What follows belongs to an exercise in optimizing a design on an open flow for small area; a production flow would make more cautious choices. Function was checked by simulation only, so behaviour that the tests miss may differ from the original. Power is estimated from default activity; no workload was simulated.

## config.mk

```make
export PLATFORM = sky130hd
export DESIGN_NAME = ir_volume
export DESIGN_NICKNAME = ir_volume
export VERILOG_FILES = /design/flow/design.v
export SDC_FILE = /design/flow/constraint.sdc
export NUM_CORES = 4
export LEC_CHECK = 0
export ABC_AREA = 1
export CAP_MARGIN = 20
export CORE_MARGIN = 2
export CORE_UTILIZATION = 65
export SLEW_MARGIN = 20
```

## constraint.sdc

```tcl
create_clock -name core_clock -period 10.0 [get_ports {clk}]
set_input_delay 2.0000 -clock core_clock [delete_from_list [all_inputs] [get_ports {clk}]]
set_output_delay 2.0000 -clock core_clock [all_outputs]
set_load 0.01 [all_outputs]
```

## design.v

```verilog
module ir_volume(clk, rst, ir_in, gtick, att_ack, att_sel_n, att_valid, att_byte, tens_we, ones_we, seg_tens, seg_ones);
  input clk;
  wire clk;
  input rst;
  wire rst;
  input ir_in;
  wire ir_in;
  input gtick;
  wire gtick;
  input att_ack;
  wire att_ack;
  output att_sel_n;
  wire att_sel_n;
  output att_valid;
  wire att_valid;
  output [7:0] att_byte;
  wire [7:0] att_byte;
  output tens_we;
  wire tens_we;
  output ones_we;
  wire ones_we;
  output [7:0] seg_tens;
  wire [7:0] seg_tens;
  output [7:0] seg_ones;
  wire [7:0] seg_ones;
  wire [1:0] _0000_;
  wire _0001_;
  wire _0002_;
  wire _0003_;
  wire _0004_;
  wire _0005_;
  wire _0006_;
  wire _0007_;
  wire _0008_;
  wire _0009_;
  wire _0010_;
  wire _0011_;
  wire _0012_;
  wire _0013_;
  wire _0014_;
  wire _0015_;
  wire _0016_;
  wire _0017_;
  wire _0018_;
  wire _0019_;
  wire _0020_;
  wire _0021_;
  wire _0022_;
  wire _0023_;
  wire _0024_;
  wire _0025_;
  wire _0026_;
  wire _0027_;
  wire _0028_;
  wire _0029_;
  wire _0030_;
  wire _0031_;
  wire _0032_;
  wire _0033_;
  wire _0034_;
  wire _0035_;
  wire _0036_;
  wire _0037_;
  wire _0038_;
  wire _0039_;
  wire _0040_;
  wire _0041_;
  wire _0042_;
  wire _0043_;
  wire _0044_;
  wire _0045_;
  wire _0046_;
  wire _0047_;
  wire _0048_;
  wire _0049_;
  wire _0050_;
  wire _0051_;
  wire _0052_;
  wire _0053_;
  wire _0054_;
  wire _0055_;
  wire _0056_;
  wire _0057_;
  wire _0058_;
  wire _0059_;
  wire _0060_;
  wire _0061_;
  wire _0062_;
  wire _0063_;
  wire _0064_;
  wire _0065_;
  wire _0066_;
  wire _0067_;
  wire _0068_;
  wire _0069_;
  wire _0070_;
  wire _0071_;
  wire _0072_;
  wire _0073_;
  wire _0074_;
  wire _0075_;
  wire _0076_;
  wire _0077_;
  wire _0078_;
  wire _0079_;
  wire _0080_;
  wire _0081_;
  wire _0082_;
  wire _0083_;
  wire _0084_;
  wire _0085_;
  wire _0086_;
  wire _0087_;
  wire _0088_;
  wire _0089_;
  wire _0090_;
  wire _0091_;
  wire _0092_;
  wire _0093_;
  wire _0094_;
  wire _0095_;
  wire _0096_;
  wire _0097_;
  wire _0098_;
  wire _0099_;
  wire _0100_;
  wire _0101_;
  wire _0102_;
  wire _0103_;
  wire _0104_;
  wire _0105_;
  wire _0106_;
  wire _0107_;
  wire _0108_;
  wire _0109_;
  wire _0110_;
  wire _0111_;
  wire _0112_;
  wire _0113_;
  wire _0114_;
  wire _0115_;
  wire _0116_;
  wire _0117_;
  wire _0118_;
  wire _0119_;
  wire _0120_;
  wire _0121_;
  wire _0122_;
  wire _0123_;
  wire _0124_;
  wire _0125_;
  wire _0126_;
  wire _0127_;
  wire _0128_;
  wire _0129_;
  wire _0130_;
  wire _0131_;
  wire _0132_;
  wire _0133_;
  wire _0134_;
  wire _0135_;
  wire _0136_;
  wire _0137_;
  wire _0138_;
  wire _0139_;
  wire _0140_;
  wire _0141_;
  wire _0142_;
  wire _0143_;
  wire _0144_;
  wire _0145_;
  wire _0146_;
  wire _0147_;
  wire _0148_;
  wire _0149_;
  wire _0150_;
  wire _0151_;
  wire _0152_;
  wire _0153_;
  wire _0154_;
  wire _0155_;
  wire _0156_;
  wire _0157_;
  wire _0158_;
  wire _0159_;
  wire _0160_;
  wire _0161_;
  wire _0162_;
  wire _0163_;
  wire _0164_;
  wire _0165_;
  wire _0166_;
  wire _0167_;
  wire _0168_;
  wire _0169_;
  wire _0170_;
  wire _0171_;
  wire _0172_;
  wire _0173_;
  wire _0174_;
  wire _0175_;
  wire _0176_;
  wire _0177_;
  wire _0178_;
  wire _0179_;
  wire _0180_;
  wire _0181_;
  wire _0182_;
  wire _0183_;
  wire _0184_;
  wire _0185_;
  wire _0186_;
  wire _0187_;
  wire _0188_;
  wire _0189_;
  wire _0190_;
  wire _0191_;
  wire _0192_;
  wire _0193_;
  wire _0194_;
  wire _0195_;
  wire _0196_;
  wire _0197_;
  wire _0198_;
  wire _0199_;
  wire _0200_;
  wire _0201_;
  wire _0202_;
  wire _0203_;
  wire _0204_;
  wire _0205_;
  wire _0206_;
  wire _0207_;
  wire _0208_;
  wire _0209_;
  wire _0210_;
  wire _0211_;
  wire _0212_;
  wire _0213_;
  wire _0214_;
  wire _0215_;
  wire _0216_;
  wire _0217_;
  wire _0218_;
  wire _0219_;
  wire _0220_;
  wire _0221_;
  wire _0222_;
  wire _0223_;
  wire _0224_;
  wire _0225_;
  wire _0226_;
  wire _0227_;
  wire _0228_;
  wire _0229_;
  wire _0230_;
  wire _0231_;
  wire _0232_;
  wire _0233_;
  wire _0234_;
  wire _0235_;
  wire _0236_;
  wire _0237_;
  wire _0238_;
  wire _0239_;
  wire _0240_;
  wire _0241_;
  wire _0242_;
  wire _0243_;
  wire _0244_;
  wire _0245_;
  wire _0246_;
  wire _0247_;
  wire _0248_;
  wire _0249_;
  wire _0250_;
  wire _0251_;
  wire _0252_;
  wire _0253_;
  wire _0254_;
  wire _0255_;
  wire _0256_;
  wire _0257_;
  wire _0258_;
  wire _0259_;
  wire _0260_;
  wire _0261_;
  wire _0262_;
  wire _0263_;
  wire _0264_;
  wire _0265_;
  wire _0266_;
  wire _0267_;
  wire _0268_;
  wire _0269_;
  wire _0270_;
  wire _0271_;
  wire _0272_;
  wire _0273_;
  wire _0274_;
  wire _0275_;
  wire _0276_;
  wire _0277_;
  wire _0278_;
  wire _0279_;
  wire _0280_;
  wire _0281_;
  wire _0282_;
  wire _0283_;
  wire _0284_;
  wire _0285_;
  wire _0286_;
  wire _0287_;
  wire _0288_;
  wire _0289_;
  wire _0290_;
  wire _0291_;
  wire _0292_;
  wire _0293_;
  wire _0294_;
  wire _0295_;
  wire _0296_;
  wire _0297_;
  wire _0298_;
  wire _0299_;
  wire _0300_;
  wire _0301_;
  wire _0302_;
  wire _0303_;
  wire _0304_;
  wire _0305_;
  wire _0306_;
  wire _0307_;
  wire _0308_;
  wire _0309_;
  wire _0310_;
  wire _0311_;
  wire _0312_;
  wire _0313_;
  wire _0314_;
  wire _0315_;
  wire _0316_;
  wire _0317_;
  wire _0318_;
  wire _0319_;
  wire _0320_;
  wire _0321_;
  wire _0322_;
  wire _0323_;
  wire _0324_;
  wire _0325_;
  wire _0326_;
  wire _0327_;
  wire _0328_;
  wire _0329_;
  wire _0330_;
  wire _0331_;
  wire _0332_;
  wire _0333_;
  wire _0334_;
  wire _0335_;
  wire _0336_;
  wire _0337_;
  wire _0338_;
  wire _0339_;
  wire _0340_;
  wire _0341_;
  wire _0342_;
  wire _0343_;
  wire _0344_;
  wire _0345_;
  wire _0346_;
  wire _0347_;
  wire _0348_;
  wire _0349_;
  wire _0350_;
  wire _0351_;
  wire _0352_;
  wire _0353_;
  wire _0354_;
  wire _0355_;
  wire _0356_;
  wire _0357_;
  wire _0358_;
  wire _0359_;
  wire _0360_;
  wire _0361_;
  wire _0362_;
  wire _0363_;
  wire _0364_;
  wire _0365_;
  wire _0366_;
  wire _0367_;
  wire _0368_;
  wire _0369_;
  wire _0370_;
  wire _0371_;
  wire _0372_;
  wire _0373_;
  wire _0374_;
  wire _0375_;
  wire _0376_;
  wire _0377_;
  wire _0378_;
  wire _0379_;
  wire _0380_;
  wire _0381_;
  wire _0382_;
  wire _0383_;
  wire _0384_;
  wire _0385_;
  wire _0386_;
  wire _0387_;
  wire _0388_;
  wire _0389_;
  wire _0390_;
  wire _0391_;
  wire _0392_;
  wire _0393_;
  wire _0394_;
  wire _0395_;
  wire _0396_;
  wire _0397_;
  wire _0398_;
  wire _0399_;
  wire _0400_;
  wire _0401_;
  wire _0402_;
  wire _0403_;
  wire _0404_;
  wire _0405_;
  wire _0406_;
  wire _0407_;
  wire _0408_;
  wire _0409_;
  wire _0410_;
  wire _0411_;
  wire _0412_;
  wire _0413_;
  wire _0414_;
  wire _0415_;
  wire _0416_;
  wire _0417_;
  wire _0418_;
  wire _0419_;
  wire _0420_;
  wire _0421_;
  wire _0422_;
  wire _0423_;
  wire _0424_;
  wire _0425_;
  wire _0426_;
  wire _0427_;
  wire _0428_;
  wire _0429_;
  wire _0430_;
  wire _0431_;
  wire _0432_;
  wire _0433_;
  wire _0434_;
  wire _0435_;
  wire _0436_;
  wire _0437_;
  wire _0438_;
  wire _0439_;
  wire _0440_;
  wire _0441_;
  wire _0442_;
  wire _0443_;
  wire _0444_;
  wire _0445_;
  wire _0446_;
  wire _0447_;
  wire _0448_;
  wire _0449_;
  wire _0450_;
  wire _0451_;
  wire _0452_;
  wire _0453_;
  wire _0454_;
  wire _0455_;
  wire _0456_;
  wire _0457_;
  wire _0458_;
  wire _0459_;
  wire _0460_;
  wire _0461_;
  wire _0462_;
  wire _0463_;
  wire _0464_;
  wire _0465_;
  wire _0466_;
  wire _0467_;
  wire _0468_;
  wire _0469_;
  wire _0470_;
  wire _0471_;
  wire _0472_;
  wire _0473_;
  wire _0474_;
  wire _0475_;
  wire _0476_;
  wire _0477_;
  wire _0478_;
  wire _0479_;
  wire _0480_;
  wire _0481_;
  wire _0482_;
  wire _0483_;
  wire _0484_;
  wire _0485_;
  wire _0486_;
  wire _0487_;
  wire _0488_;
  wire _0489_;
  wire _0490_;
  wire _0491_;
  wire _0492_;
  wire _0493_;
  wire _0494_;
  wire _0495_;
  wire _0496_;
  wire _0497_;
  wire _0498_;
  wire _0499_;
  wire _0500_;
  wire _0501_;
  wire _0502_;
  wire _0503_;
  wire _0504_;
  wire _0505_;
  wire _0506_;
  wire _0507_;
  wire _0508_;
  wire _0509_;
  wire _0510_;
  wire _0511_;
  wire _0512_;
  wire _0513_;
  wire _0514_;
  wire _0515_;
  wire _0516_;
  wire _0517_;
  wire _0518_;
  wire _0519_;
  wire _0520_;
  wire _0521_;
  wire _0522_;
  wire _0523_;
  wire _0524_;
  wire _0525_;
  wire _0526_;
  wire _0527_;
  wire _0528_;
  wire _0529_;
  wire _0530_;
  wire _0531_;
  wire _0532_;
  wire _0533_;
  wire _0534_;
  wire _0535_;
  wire _0536_;
  wire _0537_;
  wire _0538_;
  wire _0539_;
  wire _0540_;
  wire _0541_;
  wire _0542_;
  wire _0543_;
  wire _0544_;
  wire _0545_;
  wire _0546_;
  wire _0547_;
  wire _0548_;
  wire _0549_;
  wire _0550_;
  wire _0551_;
  wire _0552_;
  wire _0553_;
  wire _0554_;
  wire _0555_;
  wire _0556_;
  wire _0557_;
  wire _0558_;
  wire _0559_;
  wire _0560_;
  wire _0561_;
  wire _0562_;
  wire _0563_;
  wire _0564_;
  wire _0565_;
  wire _0566_;
  wire _0567_;
  wire _0568_;
  wire _0569_;
  wire _0570_;
  wire _0571_;
  wire _0572_;
  wire _0573_;
  wire _0574_;
  wire _0575_;
  wire _0576_;
  wire _0577_;
  wire _0578_;
  wire _0579_;
  wire _0580_;
  wire _0581_;
  wire _0582_;
  wire _0583_;
  wire _0584_;
  wire _0585_;
  wire _0586_;
  wire _0587_;
  wire _0588_;
  wire _0589_;
  wire _0590_;
  wire _0591_;
  wire _0592_;
  wire _0593_;
  wire _0594_;
  wire _0595_;
  wire _0596_;
  wire _0597_;
  wire _0598_;
  wire _0599_;
  wire _0600_;
  wire _0601_;
  wire _0602_;
  wire _0603_;
  wire _0604_;
  wire _0605_;
  wire _0606_;
  wire _0607_;
  wire _0608_;
  wire _0609_;
  wire _0610_;
  wire _0611_;
  wire _0612_;
  wire _0613_;
  wire _0614_;
  wire _0615_;
  wire _0616_;
  wire _0617_;
  wire _0618_;
  wire _0619_;
  wire _0620_;
  wire _0621_;
  wire _0622_;
  wire _0623_;
  wire _0624_;
  wire _0625_;
  wire _0626_;
  wire _0627_;
  wire _0628_;
  wire _0629_;
  wire _0630_;
  wire _0631_;
  wire _0632_;
  wire _0633_;
  wire _0634_;
  wire _0635_;
  wire _0636_;
  wire _0637_;
  wire _0638_;
  wire _0639_;
  wire _0640_;
  wire _0641_;
  wire _0642_;
  wire _0643_;
  wire _0644_;
  wire _0645_;
  wire _0646_;
  wire _0647_;
  wire _0648_;
  wire _0649_;
  wire _0650_;
  wire _0651_;
  wire _0652_;
  wire _0653_;
  wire _0654_;
  wire _0655_;
  wire _0656_;
  wire _0657_;
  wire _0658_;
  wire _0659_;
  wire _0660_;
  reg [1:0] cmd;
  reg flag;
  reg [7:0] gap;
  reg [3:0] gst;
  reg [4:0] nbits;
  reg [3:0] ones;
  reg [8:0] pcnt;
  reg [7:0] sav;
  reg [3:0] st;
  reg [3:0] tens;
  reg [6:0] thr;
  assign _0055_ = (~st[1]) & ~(st[2]);
  assign _0056_ = st[0] | ~(st[3]);
  assign tens_we = _0055_ & ~(_0056_);
  assign _0057_ = ~flag;
  assign _0058_ = ~(gst[0] | gst[2]);
  assign _0059_ = ~gst[3];
  assign _0060_ = _0059_ & ~(_0058_);
  assign _0061_ = gst[1] & ~(gst[2]);
  assign _0062_ = _0060_ & ~(_0061_);
  assign _0063_ = gst[1] & ~(gst[0]);
  assign _0064_ = _0059_ & ~(_0063_);
  assign _0065_ = _0064_ | gst[2];
  assign _0066_ = _0065_ & ~(_0062_);
  assign _0067_ = _0066_ & ~(_0058_);
  assign _0068_ = ~(_0067_ & _0057_);
  assign _0069_ = (~sav[7]) & ~(_0068_);
  assign _0070_ = ~_0066_;
  assign _0071_ = ~(tens[1] ^ tens[0]);
  assign _0072_ = ~_0062_;
  assign _0073_ = ~ones[3];
  assign _0074_ = ones[2] ? _0073_ : ones[0];
  assign _0075_ = ones[1] | ~(ones[3]);
  assign _0076_ = _0074_ & ~(_0075_);
  assign _0077_ = _0076_ & ~(flag);
  assign _0078_ = ~(_0077_ | _0072_);
  assign _0079_ = ~_0065_;
  assign _0080_ = ~ones[0];
  assign _0081_ = flag ? _0080_ : _0060_;
  assign _0082_ = ones[1] & ones[0];
  assign _0083_ = _0082_ | ~(_0081_);
  assign _0084_ = ~(_0060_ & _0057_);
  assign _0085_ = ~(ones[1] | ones[0]);
  assign _0086_ = _0084_ & ~(_0085_);
  assign _0087_ = _0083_ & ~(_0086_);
  assign _0088_ = ones[2] ? _0072_ : _0065_;
  assign _0089_ = _0087_ & ~(_0088_);
  assign _0090_ = _0089_ & ~(ones[3]);
  assign _0091_ = _0079_ & ~(_0090_);
  assign _0092_ = _0091_ | _0078_;
  assign _0093_ = ~tens[0];
  assign _0094_ = _0093_ ? _0062_ : _0079_;
  assign _0095_ = _0094_ | _0092_;
  assign _0096_ = _0071_ & ~(_0095_);
  assign _0097_ = tens[2] ^ tens[1];
  assign _0098_ = _0097_ | ~(_0096_);
  assign _0099_ = _0098_ ^ tens[3];
  assign _0100_ = _0070_ & ~(_0099_);
  assign _0101_ = ~(_0100_ | _0069_);
  assign _0102_ = (~sav[1]) & ~(_0068_);
  assign _0103_ = ~(_0085_ | _0082_);
  assign _0104_ = _0103_ ^ _0081_;
  assign _0105_ = _0092_ & ~(_0104_);
  assign _0106_ = ~(_0105_ | _0102_);
  assign _0107_ = ~_0106_;
  assign _0108_ = (~sav[0]) & ~(_0068_);
  assign _0109_ = ~(flag ^ ones[0]);
  assign _0110_ = _0109_ & ~(_0066_);
  assign _0111_ = ~(_0110_ | _0108_);
  assign _0112_ = (~sav[2]) & ~(_0068_);
  assign _0113_ = ~(_0087_ ^ ones[2]);
  assign _0114_ = _0092_ & ~(_0113_);
  assign _0115_ = ~(_0114_ | _0112_);
  assign _0116_ = _0106_ | ~(_0115_);
  assign _0117_ = _0111_ ? _0116_ : _0107_;
  assign _0118_ = ~(_0117_ | _0101_);
  assign _0119_ = _0106_ & ~(_0115_);
  assign _0120_ = (~sav[6]) & ~(_0068_);
  assign _0121_ = ~(_0096_ ^ tens[2]);
  assign _0122_ = _0070_ & ~(_0121_);
  assign _0123_ = ~(_0122_ | _0120_);
  assign _0124_ = (~sav[5]) & ~(_0068_);
  assign _0125_ = ~(_0066_ | tens[1]);
  assign _0126_ = _0095_ ? tens[1] : _0125_;
  assign _0127_ = ~(_0126_ | _0124_);
  assign _0128_ = (~sav[4]) & ~(_0068_);
  assign _0129_ = _0093_ & ~(_0066_);
  assign _0130_ = _0092_ ? tens[0] : _0129_;
  assign _0131_ = ~(_0130_ | _0128_);
  assign _0132_ = ~_0131_;
  assign _0133_ = _0132_ & ~(_0127_);
  assign _0134_ = _0127_ & ~(_0132_);
  assign _0135_ = _0134_ | _0133_;
  assign _0136_ = ~(_0135_ | _0123_);
  assign _0137_ = _0131_ & ~(_0101_);
  assign _0138_ = ~(_0137_ | _0136_);
  assign _0139_ = ~_0111_;
  assign _0140_ = _0123_ | _0139_;
  assign _0141_ = _0134_ | _0106_;
  assign _0142_ = _0141_ | ~(_0123_);
  assign _0143_ = ~(_0142_ & _0101_);
  assign _0144_ = _0140_ & ~(_0143_);
  assign _0145_ = ~(_0135_ | _0119_);
  assign _0146_ = ~(_0145_ & _0144_);
  assign _0147_ = _0089_ | _0073_;
  assign _0148_ = _0092_ & ~(_0147_);
  assign _0149_ = (~sav[3]) & ~(_0068_);
  assign _0150_ = _0149_ | _0090_;
  assign _0151_ = _0150_ | _0148_;
  assign _0152_ = _0115_ & ~(_0151_);
  assign _0153_ = _0152_ & ~(_0101_);
  assign _0154_ = _0131_ & ~(_0127_);
  assign _0155_ = _0154_ & _0151_;
  assign _0156_ = _0119_ & ~(_0127_);
  assign _0157_ = _0156_ | _0155_;
  assign _0158_ = _0157_ | _0153_;
  assign _0159_ = _0146_ & ~(_0158_);
  assign _0160_ = _0111_ & ~(_0159_);
  assign _0161_ = _0138_ & ~(_0160_);
  assign _0162_ = _0119_ & ~(_0161_);
  assign _0163_ = ~(_0111_ | _0106_);
  assign _0164_ = _0127_ & _0101_;
  assign _0165_ = ~(_0164_ & _0132_);
  assign _0166_ = _0132_ & ~(_0123_);
  assign _0167_ = _0166_ | _0115_;
  assign _0168_ = ~(_0167_ | _0165_);
  assign _0169_ = _0115_ & ~(_0127_);
  assign _0170_ = _0127_ & ~(_0115_);
  assign _0171_ = _0166_ & ~(_0170_);
  assign _0172_ = _0171_ | _0169_;
  assign _0173_ = ~(_0172_ | _0168_);
  assign _0174_ = _0163_ & ~(_0173_);
  assign _0175_ = ~_0152_;
  assign _0176_ = _0111_ & ~(_0127_);
  assign _0177_ = _0176_ & ~(_0175_);
  assign _0178_ = _0116_ & ~(_0177_);
  assign _0179_ = _0178_ | _0133_;
  assign _0180_ = _0106_ & ~(_0179_);
  assign _0181_ = _0123_ & ~(_0127_);
  assign _0182_ = _0139_ & ~(_0152_);
  assign _0183_ = ~(_0152_ | _0119_);
  assign _0184_ = _0183_ | _0182_;
  assign _0185_ = _0181_ & ~(_0184_);
  assign _0186_ = _0185_ | _0180_;
  assign _0187_ = _0132_ & ~(_0176_);
  assign _0188_ = _0101_ & ~(_0187_);
  assign _0189_ = _0188_ | ~(_0151_);
  assign _0190_ = ~(_0189_ & _0123_);
  assign _0191_ = ~_0115_;
  assign _0192_ = _0191_ ? _0106_ : _0163_;
  assign _0193_ = _0134_ & ~(_0192_);
  assign _0194_ = ~(_0193_ | _0151_);
  assign _0195_ = _0133_ & ~(_0123_);
  assign _0196_ = _0195_ & ~(_0111_);
  assign _0197_ = _0196_ | _0194_;
  assign _0198_ = _0190_ & ~(_0197_);
  assign _0199_ = _0198_ | _0186_;
  assign _0200_ = _0199_ | _0174_;
  assign _0201_ = _0200_ | _0162_;
  assign _0202_ = _0201_ | _0118_;
  assign _0203_ = ~(st[2] | (~st[1]));
  assign _0204_ = ~(st[0] & st[3]);
  assign _0205_ = _0203_ & ~(_0204_);
  assign att_byte[3] = _0205_ & _0202_;
  assign _0206_ = _0173_ & ~(_0192_);
  assign _0207_ = _0166_ | ~(_0164_);
  assign _0208_ = _0207_ | _0206_;
  assign _0209_ = _0171_ & ~(_0106_);
  assign _0210_ = _0151_ & ~(_0127_);
  assign _0211_ = _0131_ | _0119_;
  assign _0212_ = _0211_ | _0210_;
  assign _0213_ = _0212_ | _0209_;
  assign _0214_ = _0213_ | ~(_0208_);
  assign _0215_ = ~(_0151_ | _0119_);
  assign _0216_ = _0215_ | ~(_0181_);
  assign _0217_ = _0153_ | _0132_;
  assign _0218_ = _0216_ & ~(_0217_);
  assign _0219_ = _0214_ & ~(_0218_);
  assign _0220_ = _0111_ & ~(_0219_);
  assign _0221_ = _0106_ & ~(_0151_);
  assign _0222_ = _0191_ & ~(_0127_);
  assign _0223_ = ~(_0222_ | _0154_);
  assign _0224_ = _0223_ & ~(_0123_);
  assign _0225_ = _0224_ | ~(_0165_);
  assign _0226_ = ~(_0225_ & _0221_);
  assign _0227_ = _0191_ & ~(_0138_);
  assign _0228_ = _0123_ & ~(_0132_);
  assign _0229_ = _0228_ & _0169_;
  assign _0230_ = _0229_ | _0111_;
  assign _0231_ = ~(_0115_ | _0106_);
  assign _0232_ = ~(_0231_ | _0151_);
  assign _0233_ = ~(_0232_ | _0101_);
  assign _0234_ = _0123_ & ~(_0106_);
  assign _0235_ = _0234_ & _0133_;
  assign _0236_ = _0235_ | _0155_;
  assign _0237_ = _0236_ | _0233_;
  assign _0238_ = _0237_ | _0230_;
  assign _0239_ = _0238_ | _0227_;
  assign _0240_ = _0226_ & ~(_0239_);
  assign _0241_ = _0240_ | _0220_;
  assign _0242_ = ~(_0151_ & _0134_);
  assign _0243_ = ~(_0242_ | _0123_);
  assign _0244_ = _0151_ | ~(_0131_);
  assign _0245_ = _0244_ & ~(_0101_);
  assign _0246_ = _0111_ | ~(_0245_);
  assign _0247_ = _0179_ | _0144_;
  assign _0248_ = _0246_ & ~(_0247_);
  assign _0249_ = _0248_ | _0243_;
  assign _0250_ = _0241_ & ~(_0249_);
  assign att_byte[2] = _0205_ & ~(_0250_);
  assign _0251_ = _0152_ & ~(_0133_);
  assign _0252_ = _0101_ & ~(_0251_);
  assign _0253_ = _0141_ & ~(_0252_);
  assign _0254_ = _0167_ & ~(_0253_);
  assign _0255_ = _0231_ | _0139_;
  assign _0256_ = _0255_ | _0228_;
  assign _0257_ = _0256_ & ~(_0176_);
  assign _0258_ = _0257_ | _0254_;
  assign _0259_ = ~_0231_;
  assign _0260_ = _0164_ & ~(_0259_);
  assign _0261_ = _0181_ & ~(_0221_);
  assign _0262_ = _0261_ | _0260_;
  assign _0263_ = ~(_0131_ ^ _0111_);
  assign _0264_ = _0262_ & ~(_0263_);
  assign _0265_ = _0258_ & ~(_0264_);
  assign _0266_ = ~(_0131_ | _0111_);
  assign _0267_ = _0266_ | _0133_;
  assign _0268_ = _0267_ | _0156_;
  assign _0269_ = _0117_ | ~(_0185_);
  assign _0270_ = ~(_0116_ | _0101_);
  assign _0271_ = ~(_0215_ | _0181_);
  assign _0272_ = _0271_ | _0270_;
  assign _0273_ = _0269_ & ~(_0272_);
  assign _0274_ = _0268_ & ~(_0273_);
  assign _0275_ = _0191_ | _0163_;
  assign _0276_ = _0137_ & ~(_0275_);
  assign _0277_ = _0140_ & ~(_0242_);
  assign _0278_ = _0277_ | _0209_;
  assign _0279_ = _0278_ | _0276_;
  assign _0280_ = _0279_ | _0274_;
  assign _0281_ = _0265_ & ~(_0280_);
  assign att_byte[1] = _0205_ & ~(_0281_);
  assign _0282_ = ~st[3];
  assign att_valid = _0203_ & ~(_0282_);
  assign _0283_ = _0234_ | _0230_;
  assign _0284_ = _0283_ | _0201_;
  assign _0285_ = ~(_0127_ & _0111_);
  assign _0286_ = _0234_ & ~(_0285_);
  assign _0287_ = _0106_ ? _0123_ : _0139_;
  assign _0288_ = _0287_ & _0222_;
  assign _0289_ = _0288_ | _0286_;
  assign _0290_ = _0284_ & ~(_0289_);
  assign _0291_ = _0290_ | ~(_0131_);
  assign _0292_ = ~(_0208_ | _0168_);
  assign _0293_ = _0139_ & ~(_0133_);
  assign _0294_ = _0107_ & ~(_0293_);
  assign _0295_ = _0294_ & ~(_0173_);
  assign _0296_ = _0243_ | _0166_;
  assign _0297_ = _0296_ | _0245_;
  assign _0298_ = _0111_ & ~(_0195_);
  assign _0299_ = _0298_ | _0152_;
  assign _0300_ = _0297_ & ~(_0299_);
  assign _0301_ = ~st[0];
  assign _0302_ = _0137_ & ~(_0259_);
  assign _0303_ = _0302_ | _0301_;
  assign _0304_ = _0303_ | _0300_;
  assign _0305_ = _0304_ | _0160_;
  assign _0306_ = _0305_ | _0295_;
  assign _0307_ = _0306_ | _0292_;
  assign _0308_ = _0291_ & ~(_0307_);
  assign att_byte[0] = att_valid & ~(_0308_);
  assign _0309_ = ~(_0245_ | _0136_);
  assign _0310_ = _0309_ & ~(_0233_);
  assign att_byte[6] = _0205_ & ~(_0310_);
  assign _0311_ = ~ones[1];
  assign _0312_ = ~(ones[2] & ones[3]);
  assign _0313_ = _0312_ | _0311_;
  assign _0314_ = _0085_ & ones[2];
  assign _0315_ = ones[2] | ones[3];
  assign _0316_ = _0315_ | ones[1];
  assign _0317_ = ones[0] & ~(_0316_);
  assign _0318_ = ~(_0317_ | _0314_);
  assign seg_ones[0] = _0318_ & _0313_;
  assign _0319_ = tens[1] & tens[0];
  assign _0320_ = tens[2] & ~(_0319_);
  assign seg_tens[5] = _0320_ | tens[3];
  assign seg_tens[6] = seg_tens[5] | _0097_;
  assign _0321_ = _0101_ & ~(_0195_);
  assign att_byte[7] = _0205_ & ~(_0321_);
  assign _0322_ = ~(tens[1] | tens[3]);
  assign seg_tens[4] = _0093_ & ~(_0322_);
  assign _0323_ = tens[2] & tens[0];
  assign _0324_ = _0322_ & ~(_0323_);
  assign seg_tens[3] = seg_tens[6] & ~(_0324_);
  assign _0325_ = tens[0] | tens[3];
  assign seg_tens[2] = _0325_ | tens[2];
  assign _0326_ = ~(_0323_ & _0322_);
  assign _0327_ = ~(_0325_ | _0097_);
  assign seg_tens[1] = _0326_ & ~(_0327_);
  assign _0328_ = _0082_ & ones[2];
  assign _0329_ = ~(_0315_ | _0085_);
  assign seg_ones[5] = ~(_0329_ | _0328_);
  assign seg_tens[0] = ~_0324_;
  assign _0330_ = _0103_ & ones[2];
  assign seg_ones[1] = _0313_ & ~(_0330_);
  assign _0331_ = ~((~nbits[4]) | nbits[2]);
  assign _0332_ = ~_0331_;
  assign _0333_ = ~(cmd[0] | nbits[2]);
  assign _0334_ = nbits[1] & ~(_0333_);
  assign _0335_ = nbits[3] & ~(_0334_);
  assign _0336_ = _0332_ & ~(_0335_);
  assign _0337_ = nbits[3] & nbits[0];
  assign _0338_ = ~(_0337_ | _0336_);
  assign _0339_ = nbits[2] | nbits[1];
  assign _0340_ = ~nbits[3];
  assign _0341_ = nbits[0] | ~(nbits[2]);
  assign _0342_ = ~(cmd[1] | nbits[1]);
  assign _0343_ = _0341_ & ~(_0342_);
  assign _0344_ = _0340_ & ~(_0343_);
  assign _0345_ = _0339_ & ~(_0344_);
  assign _0346_ = (~nbits[4]) & ~(_0345_);
  assign _0347_ = ~(_0346_ | _0338_);
  assign _0348_ = thr[2] & ~((~pcnt[2]));
  assign _0349_ = thr[1] & ~((~pcnt[1]));
  assign _0350_ = thr[1] | ~((~pcnt[1]));
  assign _0351_ = pcnt[0] & ~((~thr[0]));
  assign _0352_ = _0350_ & ~(_0351_);
  assign _0353_ = _0352_ | _0349_;
  assign _0354_ = ~(_0353_ | _0348_);
  assign _0355_ = pcnt[3] & ~(thr[3]);
  assign _0356_ = (~pcnt[2]) & ~(thr[2]);
  assign _0357_ = _0356_ | _0355_;
  assign _0358_ = ~(_0357_ | _0354_);
  assign _0359_ = thr[3] & ~(pcnt[3]);
  assign _0360_ = (~thr[4]) & ~(pcnt[4]);
  assign _0361_ = _0360_ | _0359_;
  assign _0362_ = ~(_0361_ | _0358_);
  assign _0363_ = pcnt[5] & ~(thr[5]);
  assign _0364_ = pcnt[4] & ~((~thr[4]));
  assign _0365_ = _0364_ | _0363_;
  assign _0366_ = ~(_0365_ | _0362_);
  assign _0367_ = thr[6] & ~(pcnt[6]);
  assign _0368_ = thr[5] & ~(pcnt[5]);
  assign _0369_ = _0368_ | _0367_;
  assign _0370_ = ~(_0369_ | _0366_);
  assign _0371_ = pcnt[6] & ~(thr[6]);
  assign _0372_ = pcnt[8] | pcnt[7];
  assign _0373_ = _0372_ | _0371_;
  assign _0374_ = ~(_0373_ | _0370_);
  assign _0375_ = ~(_0374_ & _0347_);
  assign _0376_ = _0374_ | _0347_;
  assign _0377_ = ~(st[0] | st[2]);
  assign _0378_ = ir_in & ~(_0377_);
  assign _0379_ = ~(st[0] | st[3]);
  assign _0380_ = _0379_ & ~((~st[1]));
  assign _0381_ = _0380_ & _0378_;
  assign _0382_ = _0381_ & _0376_;
  assign _0383_ = ~(_0382_ & _0375_);
  assign _0384_ = ~(~nbits[4]);
  assign _0385_ = nbits[3] | ~(nbits[0]);
  assign _0386_ = _0385_ | _0384_;
  assign _0387_ = ~(_0386_ | _0339_);
  assign _0388_ = _0387_ | _0383_;
  assign _0389_ = _0381_ & nbits[0];
  assign _0390_ = ~(_0389_ & _0334_);
  assign _0391_ = _0338_ & ~(_0390_);
  assign _0392_ = ~cmd[1];
  assign _0393_ = st[0] & ~(st[3]);
  assign _0394_ = _0393_ & _0055_;
  assign _0395_ = _0392_ & ~(_0394_);
  assign _0396_ = _0395_ & ~(_0391_);
  assign _0000_[1] = _0388_ & ~(_0396_);
  assign _0397_ = _0391_ | _0383_;
  assign _0398_ = _0381_ & ~(_0392_);
  assign _0399_ = ~(_0398_ & _0387_);
  assign _0400_ = _0394_ | cmd[0];
  assign _0401_ = _0399_ & ~(_0400_);
  assign _0000_[0] = _0397_ & ~(_0401_);
  assign seg_ones[6] = _0316_ & ~(_0328_);
  assign seg_ones[4] = _0080_ & ~(_0314_);
  assign seg_ones[2] = _0074_ | _0311_;
  assign seg_ones[3] = _0318_ & ~(_0328_);
  assign _0402_ = st[2] & (~st[1]);
  assign _0403_ = ~(_0402_ & _0393_);
  assign att_sel_n = _0403_ & ~(att_valid);
  assign _0404_ = _0221_ & ~(_0161_);
  assign _0405_ = _0175_ & ~(_0404_);
  assign _0406_ = ~(_0405_ | _0292_);
  assign _0407_ = _0266_ & _0169_;
  assign _0408_ = _0123_ & ~(_0154_);
  assign _0409_ = _0408_ | _0407_;
  assign _0410_ = _0409_ | _0406_;
  assign _0411_ = _0186_ & ~(_0228_);
  assign _0412_ = _0192_ ^ _0132_;
  assign _0413_ = _0412_ & ~(_0101_);
  assign _0414_ = _0413_ | _0301_;
  assign _0415_ = _0414_ | _0411_;
  assign _0416_ = _0410_ & ~(_0415_);
  assign att_byte[4] = att_valid & ~(_0416_);
  assign _0417_ = _0405_ & _0181_;
  assign _0418_ = _0163_ | ~(_0152_);
  assign _0419_ = _0418_ & ~(_0101_);
  assign _0420_ = _0210_ & ~(_0111_);
  assign _0421_ = _0420_ | _0131_;
  assign _0422_ = _0421_ | _0419_;
  assign _0423_ = _0422_ | _0417_;
  assign _0424_ = _0183_ | _0101_;
  assign _0425_ = ~(_0228_ | _0180_);
  assign _0426_ = _0425_ | ~(_0424_);
  assign _0427_ = ~(_0426_ & _0205_);
  assign att_byte[5] = _0423_ & ~(_0427_);
  assign ones_we = _0055_ & ~(_0204_);
  assign _0428_ = ~rst;
  assign _0429_ = cmd[0] & cmd[1];
  assign _0430_ = ~(_0429_ & _0067_);
  assign _0431_ = _0402_ & _0379_;
  assign _0432_ = ~(cmd[0] | cmd[1]);
  assign _0433_ = ir_in & ~(_0432_);
  assign _0434_ = ~(_0433_ & _0431_);
  assign _0435_ = ~((~gap[6]) | (~gap[7]));
  assign _0436_ = gap[5] & gap[4];
  assign _0437_ = ~gap[3];
  assign _0438_ = gap[2] | gap[1];
  assign _0439_ = _0437_ & ~(_0438_);
  assign _0440_ = _0436_ & ~(_0439_);
  assign _0441_ = _0435_ & ~(_0440_);
  assign _0442_ = _0441_ | _0434_;
  assign _0443_ = _0430_ & ~(_0442_);
  assign _0444_ = ~(_0065_ | cmd[0]);
  assign _0445_ = _0444_ | ~(_0443_);
  assign _0446_ = _0062_ & ~(cmd[1]);
  assign _0447_ = ~(_0446_ | _0445_);
  assign _0448_ = _0428_ & ~(_0447_);
  assign _0449_ = gap[2] | ~(gap[1]);
  assign _0450_ = ~((~gap[6]) & gap[3]);
  assign _0451_ = _0450_ | _0449_;
  assign _0452_ = (~gap[7]) & ~(gap[0]);
  assign _0453_ = ~(_0452_ & _0436_);
  assign _0454_ = _0453_ | _0451_;
  assign _0455_ = ~(_0454_ | _0434_);
  assign _0456_ = ~(gst[3] | gst[2]);
  assign _0457_ = _0456_ & _0443_;
  assign _0458_ = _0457_ | _0455_;
  assign _0459_ = _0448_ & ~(_0458_);
  assign _0460_ = att_valid & ~(att_ack);
  assign _0461_ = ~_0203_;
  assign _0462_ = ~ir_in;
  assign _0463_ = ~(_0379_ & _0462_);
  assign _0464_ = _0461_ & ~(_0463_);
  assign _0465_ = _0393_ & ~(_0203_);
  assign _0466_ = _0402_ | ~(_0465_);
  assign _0467_ = ir_in & ~(_0466_);
  assign _0468_ = ~(_0467_ | _0464_);
  assign _0469_ = ~(pcnt[7] & pcnt[6]);
  assign _0470_ = pcnt[8] & ~(_0469_);
  assign _0471_ = ~((~pcnt[2]) | pcnt[3]);
  assign _0472_ = (~pcnt[1]) & pcnt[0];
  assign _0473_ = pcnt[4] & pcnt[5];
  assign _0474_ = _0473_ & _0472_;
  assign _0475_ = ~(_0474_ & _0471_);
  assign _0476_ = _0475_ | ~(_0470_);
  assign _0477_ = _0476_ & ~(_0468_);
  assign _0478_ = _0477_ | _0460_;
  assign _0479_ = _0204_ & ~(_0379_);
  assign _0480_ = _0479_ | _0461_;
  assign _0481_ = _0378_ & ~(_0380_);
  assign _0482_ = _0481_ | _0465_;
  assign _0483_ = _0480_ & ~(_0482_);
  assign _0484_ = _0483_ ^ _0478_;
  assign _0001_ = _0484_ | ~(_0459_);
  assign _0485_ = tens_we & ~(rst);
  assign _0486_ = ~_0485_;
  assign _0487_ = ~(_0067_ & flag);
  assign _0488_ = _0487_ | _0486_;
  assign _0489_ = tens[1] & ~(_0488_);
  assign _0490_ = tens_we | rst;
  assign _0491_ = _0428_ & ~(_0067_);
  assign _0492_ = _0490_ & ~(_0491_);
  assign _0493_ = (~sav[5]) & ~(_0492_);
  assign _0002_ = _0493_ | _0489_;
  assign _0494_ = tens[0] & ~(_0488_);
  assign _0495_ = (~sav[4]) & ~(_0492_);
  assign _0003_ = _0495_ | _0494_;
  assign _0496_ = _0203_ | _0282_;
  assign _0497_ = _0496_ | _0490_;
  assign _0498_ = _0497_ & ~(rst);
  assign _0499_ = ones[2] | ~(_0498_);
  assign _0500_ = _0115_ & ~(_0497_);
  assign _0004_ = _0499_ & ~(_0500_);
  assign _0501_ = _0497_ | _0487_;
  assign _0502_ = ones[3] & ~(_0501_);
  assign _0503_ = ~(_0498_ | _0491_);
  assign _0504_ = (~sav[3]) & ~(_0503_);
  assign _0005_ = _0504_ | _0502_;
  assign _0505_ = _0472_ & (~pcnt[2]);
  assign _0506_ = _0505_ & pcnt[3];
  assign _0507_ = _0506_ & pcnt[4];
  assign _0508_ = _0507_ & pcnt[5];
  assign _0509_ = _0508_ & pcnt[6];
  assign _0510_ = _0509_ & pcnt[7];
  assign _0511_ = _0510_ | pcnt[8];
  assign _0512_ = _0508_ & _0470_;
  assign _0513_ = _0512_ | _0468_;
  assign _0006_ = _0511_ & ~(_0513_);
  assign _0514_ = ~(_0498_ & _0311_);
  assign _0515_ = _0106_ & ~(_0497_);
  assign _0007_ = _0514_ & ~(_0515_);
  assign _0516_ = ~(_0498_ & _0080_);
  assign _0517_ = _0111_ & ~(_0497_);
  assign _0008_ = _0516_ & ~(_0517_);
  assign _0518_ = tens[2] & ~(_0490_);
  assign _0519_ = _0485_ & ~(_0123_);
  assign _0009_ = _0519_ | _0518_;
  assign _0520_ = tens[1] & ~(_0490_);
  assign _0521_ = _0485_ & ~(_0127_);
  assign _0010_ = _0521_ | _0520_;
  assign _0522_ = tens[0] & ~(_0490_);
  assign _0523_ = ~(_0486_ | _0131_);
  assign _0011_ = _0523_ | _0522_;
  assign _0524_ = ~gap[1];
  assign _0525_ = gtick & gap[0];
  assign _0526_ = _0525_ & ~(_0524_);
  assign _0527_ = gap[3] & gap[2];
  assign _0528_ = ~(_0527_ & _0526_);
  assign _0529_ = _0436_ & ~(_0528_);
  assign _0530_ = ~(_0529_ ^ (~gap[6]));
  assign _0012_ = _0459_ & ~(_0530_);
  assign _0531_ = flag & ~(_0431_);
  assign _0532_ = ~(_0315_ | tens[2]);
  assign _0533_ = ~(_0532_ & seg_ones[5]);
  assign _0534_ = ~(_0533_ | seg_tens[1]);
  assign _0535_ = _0534_ | cmd[0];
  assign _0536_ = _0534_ & cmd[0];
  assign _0537_ = tens[2] | tens[1];
  assign _0538_ = ~(tens[0] & tens[3]);
  assign _0539_ = _0538_ | _0537_;
  assign _0540_ = _0076_ & ~(_0539_);
  assign _0541_ = _0540_ | cmd[1];
  assign _0542_ = ~(_0541_ & _0431_);
  assign _0543_ = _0542_ | _0536_;
  assign _0544_ = _0535_ & ~(_0543_);
  assign _0013_ = _0544_ | _0531_;
  assign _0545_ = ~(_0203_ & _0282_);
  assign _0546_ = ~(~thr[4]);
  assign _0547_ = ~thr[3];
  assign _0548_ = ~thr[2];
  assign _0549_ = ~thr[1];
  assign _0550_ = ~st[2];
  assign _0551_ = _0550_ & ~(_0463_);
  assign _0552_ = _0471_ | ~(_0472_);
  assign _0553_ = _0552_ | ~(_0551_);
  assign _0554_ = (~thr[0]) & ~(_0553_);
  assign _0555_ = _0554_ & ~(_0549_);
  assign _0556_ = _0555_ & ~(_0548_);
  assign _0557_ = _0556_ & ~(_0547_);
  assign _0558_ = _0557_ & ~(_0546_);
  assign _0559_ = ~(_0558_ & thr[5]);
  assign _0560_ = _0559_ ^ thr[6];
  assign _0014_ = _0545_ & ~(_0560_);
  assign _0561_ = _0528_ | ~(gap[4]);
  assign _0562_ = _0561_ ^ gap[5];
  assign _0015_ = _0459_ & ~(_0562_);
  assign _0563_ = _0528_ ^ gap[4];
  assign _0016_ = _0459_ & ~(_0563_);
  assign _0564_ = ~gap[2];
  assign _0565_ = _0526_ & ~(_0564_);
  assign _0566_ = _0565_ ^ _0437_;
  assign _0017_ = _0459_ & ~(_0566_);
  assign _0567_ = _0526_ ^ _0564_;
  assign _0018_ = _0459_ & ~(_0567_);
  assign _0568_ = _0525_ ^ _0524_;
  assign _0019_ = _0459_ & ~(_0568_);
  assign _0569_ = ~(_0454_ & gtick);
  assign _0570_ = gap[0] ? gtick : _0569_;
  assign _0020_ = _0459_ & ~(_0570_);
  assign _0571_ = gap[5] | gap[4];
  assign _0572_ = _0571_ | _0527_;
  assign _0573_ = _0572_ | (~gap[7]);
  assign _0574_ = _0435_ | ~(_0456_);
  assign _0575_ = _0574_ | _0545_;
  assign _0576_ = _0573_ & ~(_0575_);
  assign _0577_ = _0448_ & ~(_0576_);
  assign _0578_ = ~gst[0];
  assign _0579_ = _0455_ & ~(_0456_);
  assign _0580_ = _0578_ & ~(_0579_);
  assign _0581_ = gst[2] & gst[1];
  assign _0582_ = _0579_ & ~(_0578_);
  assign _0583_ = _0582_ & ~(_0581_);
  assign _0584_ = _0583_ | _0580_;
  assign _0021_ = _0577_ & ~(_0584_);
  assign _0585_ = _0394_ | _0381_;
  assign _0586_ = nbits[3] & ~(_0585_);
  assign _0587_ = ~nbits[2];
  assign _0588_ = _0381_ & ~(_0587_);
  assign _0022_ = _0588_ | _0586_;
  assign _0589_ = _0381_ & ~(_0340_);
  assign _0590_ = (~nbits[4]) & ~(_0585_);
  assign _0023_ = _0590_ | _0589_;
  assign _0591_ = _0381_ & nbits[1];
  assign _0592_ = nbits[2] & ~(_0585_);
  assign _0024_ = _0592_ | _0591_;
  assign _0593_ = nbits[1] & ~(_0585_);
  assign _0025_ = _0593_ | _0389_;
  assign _0594_ = _0445_ | _0392_;
  assign _0595_ = ~gst[1];
  assign _0596_ = _0582_ & ~(_0595_);
  assign _0597_ = _0596_ | _0447_;
  assign _0598_ = gst[3] & ~(_0597_);
  assign _0599_ = _0594_ & ~(_0598_);
  assign _0026_ = _0428_ & ~(_0599_);
  assign _0600_ = nbits[0] & ~(_0585_);
  assign _0601_ = nbits[1] | nbits[0];
  assign _0602_ = _0340_ & ~(_0601_);
  assign _0603_ = _0587_ & ~(_0602_);
  assign _0604_ = _0603_ | _0384_;
  assign _0605_ = _0602_ | _0332_;
  assign _0606_ = ~(_0605_ & _0381_);
  assign _0607_ = _0604_ & ~(_0606_);
  assign _0027_ = _0607_ | _0600_;
  assign _0608_ = (~sav[2]) & ~(_0503_);
  assign _0609_ = ones[2] & ~(_0501_);
  assign _0028_ = _0609_ | _0608_;
  assign _0610_ = ~(_0447_ & cmd[0]);
  assign _0611_ = gst[2] & ~(_0597_);
  assign _0612_ = _0610_ & ~(_0611_);
  assign _0029_ = _0428_ & ~(_0612_);
  assign _0613_ = (~sav[1]) & ~(_0503_);
  assign _0614_ = ones[1] & ~(_0501_);
  assign _0030_ = _0614_ | _0613_;
  assign _0615_ = tens[3] & ~(_0490_);
  assign _0616_ = _0485_ & ~(_0101_);
  assign _0031_ = _0616_ | _0615_;
  assign _0617_ = (~sav[0]) & ~(_0503_);
  assign _0618_ = ones[0] & ~(_0501_);
  assign _0032_ = _0618_ | _0617_;
  assign _0619_ = _0595_ & ~(_0582_);
  assign _0620_ = _0596_ & ~(gst[3]);
  assign _0621_ = _0620_ | _0619_;
  assign _0033_ = _0577_ & ~(_0621_);
  assign _0622_ = (~sav[6]) & ~(_0492_);
  assign _0623_ = tens[2] & ~(_0488_);
  assign _0034_ = _0623_ | _0622_;
  assign _0624_ = ~(_0558_ ^ thr[5]);
  assign _0035_ = _0545_ & ~(_0624_);
  assign _0625_ = _0557_ ^ _0546_;
  assign _0036_ = _0545_ & ~(_0625_);
  assign _0626_ = _0556_ ^ _0547_;
  assign _0037_ = _0545_ & ~(_0626_);
  assign _0627_ = _0555_ ^ _0548_;
  assign _0038_ = _0545_ & ~(_0627_);
  assign _0628_ = _0554_ ^ _0549_;
  assign _0039_ = _0545_ & ~(_0628_);
  assign _0629_ = _0553_ ^ (~thr[0]);
  assign _0040_ = _0545_ & ~(_0629_);
  assign _0630_ = ~(_0529_ & (~gap[6]));
  assign _0631_ = _0630_ ^ (~gap[7]);
  assign _0041_ = _0459_ & ~(_0631_);
  assign _0632_ = _0509_ | pcnt[7];
  assign _0633_ = _0510_ | _0468_;
  assign _0042_ = _0632_ & ~(_0633_);
  assign _0634_ = _0508_ | pcnt[6];
  assign _0635_ = _0509_ | _0468_;
  assign _0043_ = _0634_ & ~(_0635_);
  assign _0636_ = ~(_0498_ & _0073_);
  assign _0637_ = ~(_0497_ | _0151_);
  assign _0044_ = _0636_ & ~(_0637_);
  assign _0638_ = _0507_ | pcnt[5];
  assign _0639_ = _0508_ | _0468_;
  assign _0045_ = _0638_ & ~(_0639_);
  assign _0640_ = (~sav[7]) & ~(_0492_);
  assign _0641_ = tens[3] & ~(_0488_);
  assign _0046_ = _0641_ | _0640_;
  assign _0642_ = _0506_ ^ pcnt[4];
  assign _0047_ = _0642_ & ~(_0468_);
  assign _0643_ = _0505_ ^ pcnt[3];
  assign _0048_ = _0643_ & ~(_0468_);
  assign _0644_ = _0472_ ^ (~pcnt[2]);
  assign _0049_ = _0644_ & ~(_0468_);
  assign _0645_ = (~pcnt[1]) ^ pcnt[0];
  assign _0050_ = _0645_ & ~(_0468_);
  assign _0051_ = _0468_ | ~(pcnt[0]);
  assign _0646_ = _0477_ & ~(_0550_);
  assign _0647_ = _0462_ & ~(_0466_);
  assign _0648_ = _0647_ | _0381_;
  assign _0649_ = _0648_ | _0646_;
  assign _0052_ = _0649_ | ~(_0459_);
  assign _0650_ = _0428_ & ~(att_sel_n);
  assign _0053_ = _0650_ | _0485_;
  assign _0651_ = _0468_ & _0377_;
  assign _0652_ = _0477_ | ~((~st[1]));
  assign _0653_ = _0652_ | _0651_;
  assign _0654_ = ~(_0205_ & att_ack);
  assign _0655_ = _0551_ | (~st[1]);
  assign _0656_ = _0654_ & ~(_0655_);
  assign _0657_ = ~(_0602_ & _0331_);
  assign _0658_ = _0647_ & ~(_0657_);
  assign _0659_ = _0656_ & ~(_0658_);
  assign _0660_ = _0653_ & ~(_0659_);
  assign _0054_ = _0660_ | ~(_0459_);
  always @(posedge clk)
    nbits[0] <= _0027_;
  always @(posedge clk)
    nbits[1] <= _0025_;
  always @(posedge clk)
    nbits[2] <= _0024_;
  always @(posedge clk)
    nbits[3] <= _0022_;
  always @(posedge clk)
    nbits[4] <= ~(_0023_);
  always @(posedge clk)
    st[0] <= _0001_;
  always @(posedge clk)
    st[1] <= ~(_0054_);
  always @(posedge clk)
    st[2] <= _0052_;
  always @(posedge clk)
    st[3] <= _0053_;
  always @(posedge clk)
    pcnt[0] <= _0051_;
  always @(posedge clk)
    pcnt[1] <= ~(_0050_);
  always @(posedge clk)
    pcnt[2] <= ~(_0049_);
  always @(posedge clk)
    pcnt[3] <= _0048_;
  always @(posedge clk)
    pcnt[4] <= _0047_;
  always @(posedge clk)
    pcnt[5] <= _0045_;
  always @(posedge clk)
    pcnt[6] <= _0043_;
  always @(posedge clk)
    pcnt[7] <= _0042_;
  always @(posedge clk)
    pcnt[8] <= _0006_;
  always @(posedge clk)
    thr[0] <= ~(_0040_);
  always @(posedge clk)
    thr[1] <= _0039_;
  always @(posedge clk)
    thr[2] <= _0038_;
  always @(posedge clk)
    thr[3] <= _0037_;
  always @(posedge clk)
    thr[4] <= ~(_0036_);
  always @(posedge clk)
    thr[5] <= _0035_;
  always @(posedge clk)
    thr[6] <= _0014_;
  always @(posedge clk)
    gst[2] <= _0029_;
  always @(posedge clk)
    gst[3] <= _0026_;
  always @(posedge clk)
    gst[0] <= _0021_;
  always @(posedge clk)
    gst[1] <= _0033_;
  always @(posedge clk)
    gap[0] <= _0020_;
  always @(posedge clk)
    gap[1] <= _0019_;
  always @(posedge clk)
    gap[2] <= _0018_;
  always @(posedge clk)
    gap[3] <= _0017_;
  always @(posedge clk)
    gap[4] <= _0016_;
  always @(posedge clk)
    gap[5] <= _0015_;
  always @(posedge clk)
    gap[6] <= ~(_0012_);
  always @(posedge clk)
    gap[7] <= ~(_0041_);
  always @(posedge clk)
    tens[0] <= _0011_;
  always @(posedge clk)
    tens[1] <= _0010_;
  always @(posedge clk)
    tens[2] <= _0009_;
  always @(posedge clk)
    tens[3] <= _0031_;
  always @(posedge clk)
    ones[0] <= _0008_;
  always @(posedge clk)
    ones[1] <= _0007_;
  always @(posedge clk)
    ones[2] <= _0004_;
  always @(posedge clk)
    ones[3] <= _0044_;
  always @(posedge clk)
    sav[4] <= ~(_0003_);
  always @(posedge clk)
    sav[5] <= ~(_0002_);
  always @(posedge clk)
    sav[6] <= ~(_0034_);
  always @(posedge clk)
    sav[7] <= ~(_0046_);
  always @(posedge clk)
    sav[0] <= ~(_0032_);
  always @(posedge clk)
    sav[1] <= ~(_0030_);
  always @(posedge clk)
    sav[2] <= ~(_0028_);
  always @(posedge clk)
    sav[3] <= ~(_0005_);
  always @(posedge clk)
    flag <= _0013_;
  always @(posedge clk)
    cmd[0] <= _0000_[0];
  always @(posedge clk)
    cmd[1] <= _0000_[1];
  assign seg_ones[7] = 1'h0;
  assign seg_tens[7] = 1'h0;
endmodule
```

## flow/run.sh

```bash
#!/bin/bash
# The standard layout (standard.sh) with these changes:
#  - synthesis maps the logic with ABC for area only (flow/area.abc) instead of
#    ORFS's delay-bounded mapping, buffering and sizing, and leaves adders to
#    ABC (no separate half/full adder cells); everything else in the
#    synthesis script (registers, names, flattening) is the standard flow's own;
#  - every input and output port gets the smallest buffer (buf_1);
#  - clock tree: clkbuf_8 buffers only, no dummy loads.
set -euo pipefail
here=$(pwd)
# synthesis script: the standard flow's, with the ABC call given flow/area.abc as its script
{
  head -n 1 synth_recipe.tcl
  cat <<EOT
proc abc {args} {
  set i [lsearch -exact \$args -script]
  if { \$i >= 0 } { set args [lreplace \$args \$i [expr {\$i + 1}] -script $here/flow/area.abc] }
  yosys abc {*}\$args
}
EOT
  tail -n +2 synth_recipe.tcl
} > area_synth.tcl
sed "s#SYNTH_SCRIPT=[^ ]*synth_recipe.tcl#SYNTH_SCRIPT=$here/area_synth.tcl ADDER_MAP_FILE=#" standard.sh > area_standard.sh
grep -q "SYNTH_SCRIPT=$here/area_synth.tcl ADDER_MAP_FILE=" area_standard.sh
export BUFFER_PORTS_ARGS="-buffer_cell sky130_fd_sc_hd__buf_1"
export CTS_ARGS="-sink_clustering_enable -repair_clock_nets -buf_list sky130_fd_sc_hd__clkbuf_8 -dont_use_dummy_load"
bash area_standard.sh > standard.log 2>&1
```

## flow/area.abc

```
strash
dch -f
amap
topo
```

## standard.sh

```bash
#!/bin/bash
# synth_recipe.tcl (not shown) runs the flow's synth.tcl, then flattens the netlist and writes it again
# the make line also repeats each setting of config.mk as NAME=value (left out here)
make -C /OpenROAD-flow-scripts/flow DESIGN_CONFIG=/design/flow/config.mk WORK_HOME=/design/flow/orfs CLKGATE_MAP_FILE= SYNTH_SCRIPT=/design/flow/synth_recipe.tcl "${@:-finish}"
```

==> results.json, run 1 <==
{
  "finish.net_count": 563,
  "comb_power_share": 0.385,
  "num_rows": 26,
  "drtPass1Iterations": 7,
  "synth-adder-area-share": 0,
  "drt_wl_total_um": 10100,
  "clkPwrFrac": 0.171,
  "synth_compound_area_frac": 0.310,
  "tns_ps": 0,
  "end_kind": "primary output",
  "period_share": 0.757,
  "cts_resized": 0,
  "drv_cap": 0,
  "start_kind": "flop",
  "antenna_cells": 0,
  "design_area_mm2": 0.00371,
  "syn_area_mm2": 0.00342,
  "layout_common_cells": "124 x nor2_1, 70 x clkinv_1, 56 x dfxtp_1",
  "final_common_cell": "nor2_1",
  "irDropWorstVdd_mv": 0.194,
  "p_int_mw": 0.385,
  "p_leak_nw": 1.24,
  "criticalPathCategory": "flop to primary output",
  "clk_pin_slew_ps": 70,
  "post_drt_via_cell_ratio": 6.51,
  "overflow": 0,
  "grt_pass1_vias": 3658,
  "ant_nets": 0,
  "synthToLayoutAreaGrowth_pct": 8.41,
  "cts_sinks": 56,
  "ys_seq_area_frac": 0.328,
  "grt_antenna_before_repair": 0,
  "pwr-share-seq": 0.444,
  "die_w_um": 76.6,
  "relSlewSlack": 0.400,
  "wire_per_inst_um": 16.1,
  "tightest_slew_ps": 892,
  "num_vias": 4078,
  "dieArea_mm2": 0.00586,
  "gp_congestion": 1.08,
  "synth-edff-count": 0,
  "slew_viol_final": 0,
  "h-tree-depth": 2,
  "ys_ff_latch": 56,
  "die_h_um": 76.6,
  "synthCells": 518,
  "status": "complete, no violations",
  "grt_pass1_wl_um": 17000,
  "yosys.area_share.simple": 0.280,
  "setup_viol": 0,
  "cp_max_fo": 15,
  "synth_top_family_by_area": "compound AO/OA/AOI/OAI gates",
  "p_per_area_mw_per_mm2": 179,
  "ys_warn_count": 1,
  "min_path_type": "flop to flop",
  "synth_xor_area_frac": 0,
  "dpl_cell_area_mm2": 0.00364,
  "hpwlAfterDp_um": 7590,
  "hold_viol": 0,
  "design.core.area_mm2": 0.00511,
  "track_usage": 0.350,
  "initial_utilization": 0.670,
  "clock_latency_ps": 320,
  "worstPathArrival_ps": 5570,
  "synth_cell_types": 42,
  "drtIter0Drc": 644,
  "postCtsSetupRepairBufs": 0,
  "drive_gt1_frac": 0.0162,
  "postSynthAreaPerCell_um2": 6.61,
  "clockBufferDepth": 2,
  "cts_hold_buf": 0,
  "cts-root-buf": "clkbuf_8",
  "fmax_ghz": 0.132,
  "synthArstFlopShare": 0,
  "ys.flop_type": "dfxtp_1",
  "synth_top_area_frac": 0.328,
  "synth_top_cell_by_area": "dfxtp_1",
  "switching_share": 0.419,
  "muxShareOfSynthArea": 0,
  "crit_required_ps": 8000,
  "synth_area_leaders": "dfxtp_1 33%, nor2_1 14%, clkinv_1 7.7%, o21ai_0 5.4%, nand2_1 5.3%",
  "skew_ps": 26.9,
  "period_needed_ps": 7570,
  "power.switching_mw": 0.277,
  "cts_tree": "done",
  "grt_max_degree": 18,
  "port_buffers": 30,
  "numCtsBuffers": 5,
  "remaining_drc_errors": 0,
  "io_pins": 33,
  "rsz0062_at_grt": "false"
}
## synth_stat cells (2+ instances only)
library cell	number
o211ai_1	6
a21oi_1	26
a22oi_1	6
a311oi_1	4
o311ai_0	2
a211oi_1	9
nand3_1	7
o32ai_1	3
a31oi_1	10
a2111oi_0	3
dfxtp_1	56
o22a_1	9
clkinv_1	70
nand4_1	2
or4_1	2
nor3_1	32
buf_4	2
o31ai_1	2
a221oi_1	3
nor2_1	124
and3_1	2
or2_0	2
o2111a_1	2
nand2_1	48
nor4_1	4
o221ai_1	4
a211o_1	3
o22ai_1	24
a32oi_1	2
o21ai_0	37
## critical path, cell delays in order (launching register included)
cell and delay, ps:
dfxtp_1 450, clkinv_1 210, nand2_1 120, clkinv_1 90
a21oi_1 220, o22ai_1 150, clkinv_1 90, o21ai_0 110
nor2_1 140, o22ai_1 110, clkinv_1 140, o22ai_1 80
a31oi_1 550, clkinv_1 570, nor2_1 340, nor2_1 80
a211o_1 350, nor3_1 150, nor4_1 70, nor2_1 140
nor3_1 80, o31ai_1 360, a21oi_1 140, a2111oi_0 330
nor2_1 70, buf_1 140
## logic make-up after synthesis
kind of cell           Yosys count
and+or+nand+nor                229
AOI/OAI and AO/OA              160
buffers and inverters           72
other                            1
DFF                             56
## sequential cells by signal, indices dropped and copies added (netlist names)
name	flops
cmd	2
flag	1
gap	8
gst	4
nbits	5
ones	4
pcnt	9
sav	8
st	4
tens	4
thr	7
## final timing paths
kind | startpoint | end | slack (ps) | cells past startpoint
max | flag$_DFF_P_ | att_byte[4] | 2430 | 25
min | pcnt[0]$_DFF_P_ | pcnt[0]$_DFF_P_ | 460 | 1
min reg2reg | pcnt[0]$_DFF_P_ | pcnt[0]$_DFF_P_ | 460 | 1
max reg2reg | gst[1]$_DFF_P_ | st[2]$_DFF_P_ | 6070 | 13
## per-layer routing
layer	GRT usage	wire length, um
met1	0.446	4200
met2	0.576	4610
met3	0.0770	902
met4	0.138	377
met5	0	0
## metrics by stage
| step | instances | setup WS, ps | hold WS (ps) | total power [mW] | utilization |
|---|---|---|---|---|---|
| 6_report | 626 | 2430 | 463 | 0.663 | 0.726 |
| 3_3_place_gp | 621 | 3000 | 411 | 0.534 | 0.713 |
| 4_1_cts | 626 | 2680 | 455 | 0.655 | 0.726 |
| 2_1_floorplan | 519 | 3800 | 396 | 0.473 | - |
| 3_5_place_dp | 621 | 3020 | 440 | 0.545 | 0.713 |
| 5_1_grt | 626 | 1800 | 481 | 0.706 | 0.726 |
## cell type report
cell class	count	area (um^2)
Tap cell	70	87.6
Multi-Input combinational cell	391	2030
Inverter	70	263
Fill cell	440	1400
Sequential cell	56	1120
Timing Repair Buffer	34	143
Clock buffer	5	68.8
## power by group through the flow
stage	Sequential [mW]	Combinational [mW]	Clock, mW
2_1_floorplan	0.287	0.185	0
3_3_place_gp	0.295	0.239	0
3_5_place_dp	0.297	0.248	0
4_1_cts	0.292	0.251	0.112
5_1_grt	0.299	0.287	0.121
6_report	0.295	0.255	0.113
==> run 2, diff against run 1 <==
--- a/config.mk
+++ b/config.mk
@@ -9,4 +9,4 @@
 export CAP_MARGIN = 20
 export CORE_MARGIN = 2
-export CORE_UTILIZATION = 65
+export CORE_UTILIZATION = 72
 export SLEW_MARGIN = 20
==> run 2 against run 1 <==
Combinational power hardly changed; design area is 0.78% lower; sequential share of layout area is 0.24 points higher; sequential power hardly changed; core utilization is 6.3 points higher; die area is 9.2% lower; clock power hardly changed; synthesized cell count stayed put; non-clock buffer count is 2 lower.
==> results.json, run 2 <==
{
  "status": "complete, no violations",
  "cts_sinks": 56,
  "largest_register_ffs": 9,
  "postCtsSetupRepairBufs": 0,
  "ys.flop_type": "dfxtp_1",
  "ys_ff_latch": 56,
  "cp_num_cells": 25,
  "synthArstFlopShare": 0,
  "syn_area_mm2": 0.00342,
  "synth_common_cells": "124 x nor2_1, 70 x clkinv_1, 56 x dfxtp_1",
  "end_kind": "primary output",
  "remaining_drc_errors": 0,
  "hold_viol": 0,
  "period_share": 0.787,
  "crit_path_frequent_cell": "clkinv_1",
  "cp_max_fo": 8,
  "ys_seq_area_frac": 0.328,
  "crit_required_ps": 8000,
  "synthCells": 518,
  "track_usage": 0.391,
  "wire_per_inst_um": 16.7,
  "slew_viol_final": 0,
  "drive_gt1_frac": 0.0144,
  "synth_top_cell_by_area": "dfxtp_1",
  "drtIter0Drc": 732,
  "die_w_um": 72.9,
  "p_per_area_mw_per_mm2": 181,
  "layout_common_cells": "124 x nor2_1, 70 x clkinv_1, 56 x dfxtp_1",
  "rrSetupSlack_ps": 6020,
  "die_h_um": 72.9,
  "criticalPathCategory": "flop to primary output",
  "cts_tree": "done",
  "clkPwrFrac": 0.173,
  "drv_cap": 0,
  "fillerInstances": 321,
  "dieArea_mm2": 0.00532,
  "clk_pin_slew_ps": 100,
  "yosysMostFrequentCell": "nor2_1",
  "finish.net_count": 561,
  "grt_antenna_before_repair": 0,
  "hpwlAfterDp_um": 7440,
  "synth_area_leaders": "dfxtp_1 33%, nor2_1 14%, clkinv_1 7.7%, o21ai_0 5.4%, nand2_1 5.3%",
  "worstPathArrival_ps": 5870,
  "whs_ps": 463,
  "switching_share": 0.420,
  "whs_endpoint": "pcnt[0]$_DFF_P_",
  "period_needed_ps": 7870,
  "design.core.area_mm2": 0.00466,
  "tns_ps": 0,
  "hold_depth": 1,
  "overflow": 0,
  "skew_ps": 23.6,
  "reg2reg_depth": 13,
  "preCtsSetupSlack_ps": 2790,
  "num_vias": 4168,
  "port_buffers": 30,
  "hp-start": "pcnt[0]$_DFF_P_",
  "io_pins": 33,
  "dpl_cell_area_mm2": 0.00361,
  "rsz0062_at_grt": "false",
  "fmax_ghz": 0.127,
  "final_common_cell": "nor2_1",
  "tightest_slew_ps": 1020,
  "worst_slack_ps": 2130,
  "min_path_type": "flop to flop",
  "cts_resized": 0,
  "grt_pass1_wl_um": 16700,
  "path_buf_inv": 7,
  "num_rows": 25,
  "initial_utilization": 0.734,
  "comb_power_share": 0.385,
  "drt_wl_total_um": 10200,
  "drtPass1Iterations": 7,
  "grt_pass1_vias": 3778,
  "grt_max_degree": 17,
  "cts-root-buf": "clkbuf_8",
  "power.switching_mw": 0.280,
  "synthToLayoutAreaGrowth_pct": 7.57,
  "pwr-share-seq": 0.442,
  "synth-edff-count": 0,
  "synth_cell_types": 42,
  "antenna_cells": 0,
  "relSlewSlack": 0.319,
  "clock_latency_ps": 320,
  "top_regs": "pcnt: 9 flops, gap: 8 flops, sav: 8 flops",
  "ys_warn_count": 1,
  "numCtsBuffers": 5,
  "p_leak_nw": 1.23,
  "largest_register": "pcnt",
  "gp_congestion": 1.08,
  "cts_hold_buf": 0,
  "p_int_mw": 0.386,
  "design_area_mm2": 0.00368,
  "cp_top_family": "compound AO/OA/AOI/OAI gates",
  "h-tree-depth": 2,
  "postSynthAreaPerCell_um2": 6.61,
  "clockBufferDepth": 2,
  "post_drt_via_cell_ratio": 6.86,
  "synth_top_area_frac": 0.328,
  "start_kind": "flop",
  "ant_nets": 0,
  "irDropWorstVdd_mv": 0.182,
  "r2r-end": "st[2]$_DFF_P_",
  "slowest_delay_ps": 870,
  "r2r_start": "gst[1]$_DFF_P_",
  "setup_viol": 0,
  "critPathSlowestCell": "o32ai_1"
}
==> run 2: cell count changes in the layout (fill, tap and decap cells not counted), sizes merged <==
cell / previous run / this run
buf: 34 / 32
==> run 2: cell type report <==
type	count	area, um^2	area share
Clock buffer	5	68.8	0.0187
Inverter	70	263	0.0714
Timing Repair Buffer	32	128	0.0347
Tap cell	54	67.6	0.0184
Sequential cell	56	1120	0.305
Multi-Input combinational cell	391	2030	0.552
==> run 2: cells by family (layout without fill, tap and decap cells) <==
kind of cell / after synthesis / in the layout / synth area share
AND/OR/NAND/NOR: 229 / 229 / 0.280
AO/OA/AOI/OAI: 160 / 160 / 0.310
buffers and inverters: 72 / 107 / 0.0812
other: 1 / 2 / 0.00110
flip-flops: 56 / 56 / 0.328
==> run 2: power groups by stage <==
stage               Combinational [mW]  Sequential [mW]  Clock, mW
floorplan                        0.185            0.287          0
global placement                 0.238            0.295          0
detailed placement               0.247            0.297          0
CTS                              0.250            0.292      0.114
global route                     0.290            0.298      0.121
finish                           0.256            0.294      0.115
==> run 2: metrics by stage <==
stage | power (mW) | instances | utilization
after floorplan | 0.473 | 519 | -
after global placement | 0.534 | 603 | 0.774
after detailed placement | 0.544 | 603 | 0.774
after CTS | 0.656 | 608 | 0.788
after global routing | 0.709 | 608 | 0.790
final | 0.665 | 608 | 0.790
==> run 2: per-layer routing <==
layer  track usage  share of wire
met1         0.473           0.38
met2         0.652           0.46
met3        0.0870           0.11
met4         0.202          0.049
met5             0              0
==> run 2: how the worst max path moves through the flow <==
| stage | slack, ps | to | from |
|---|---|---|---|
| after floorplan | 3800 | att_byte[0] | gst[2]$_DFF_P_ |
| after global placement | 2880 | att_byte[0] | flag$_DFF_P_ |
| after detailed placement | 2790 | att_byte[0] | gst[2]$_DFF_P_ |
| after CTS | 2420 | att_byte[0] | gst[2]$_DFF_P_ |
| after global routing | 1680 | att_byte[4] | flag$_DFF_P_ |
| final | 2130 | att_byte[4] | flag$_DFF_P_ |
==> run 2: worst reg2reg max path, delay by kind of cell, from the launching register on <==
| kind | cells | cell delay, ps |
|---|---|---|
| and+or+nand+nor | 5 | 1460 |
| AOI/OAI and AO/OA | 5 | 1330 |
| buffers and inverters | 3 | 680 |
| DFF | 1 | 410 |

static timing again, ports no longer ideal:
The results above use ideal ports. As a check the final layouts listed here were re-extracted and re-timed, cells and wires unchanged.
Step 1 (the two cells are an assumption about what drives the block):
set clk [get_ports {clk}]
set_driving_cell -lib_cell sky130_fd_sc_hd__clkbuf_16 $clk
set_driving_cell -lib_cell sky130_fd_sc_hd__buf_2 [delete_from_list [all_inputs] $clk]
Step 2 moves the port delays by t, midway between the first and last clock arrival at a register: inputs arrive t later, outputs are due t later. That takes back most of the time a late clock gives input paths.
Three values: ideal, step 1, step 2; two values: the first two.
| run | t (ns) | setup slack, ns | worst setup path after step 2 |
|---|---|---|---|
| run 1 | 0.333 | 2.432 / 2.403 / 2.735 | register to output |
| run 2 | 0.339 | 2.127 / 2.097 / 2.436 | register to output |
After both steps every run listed still meets setup and hold.
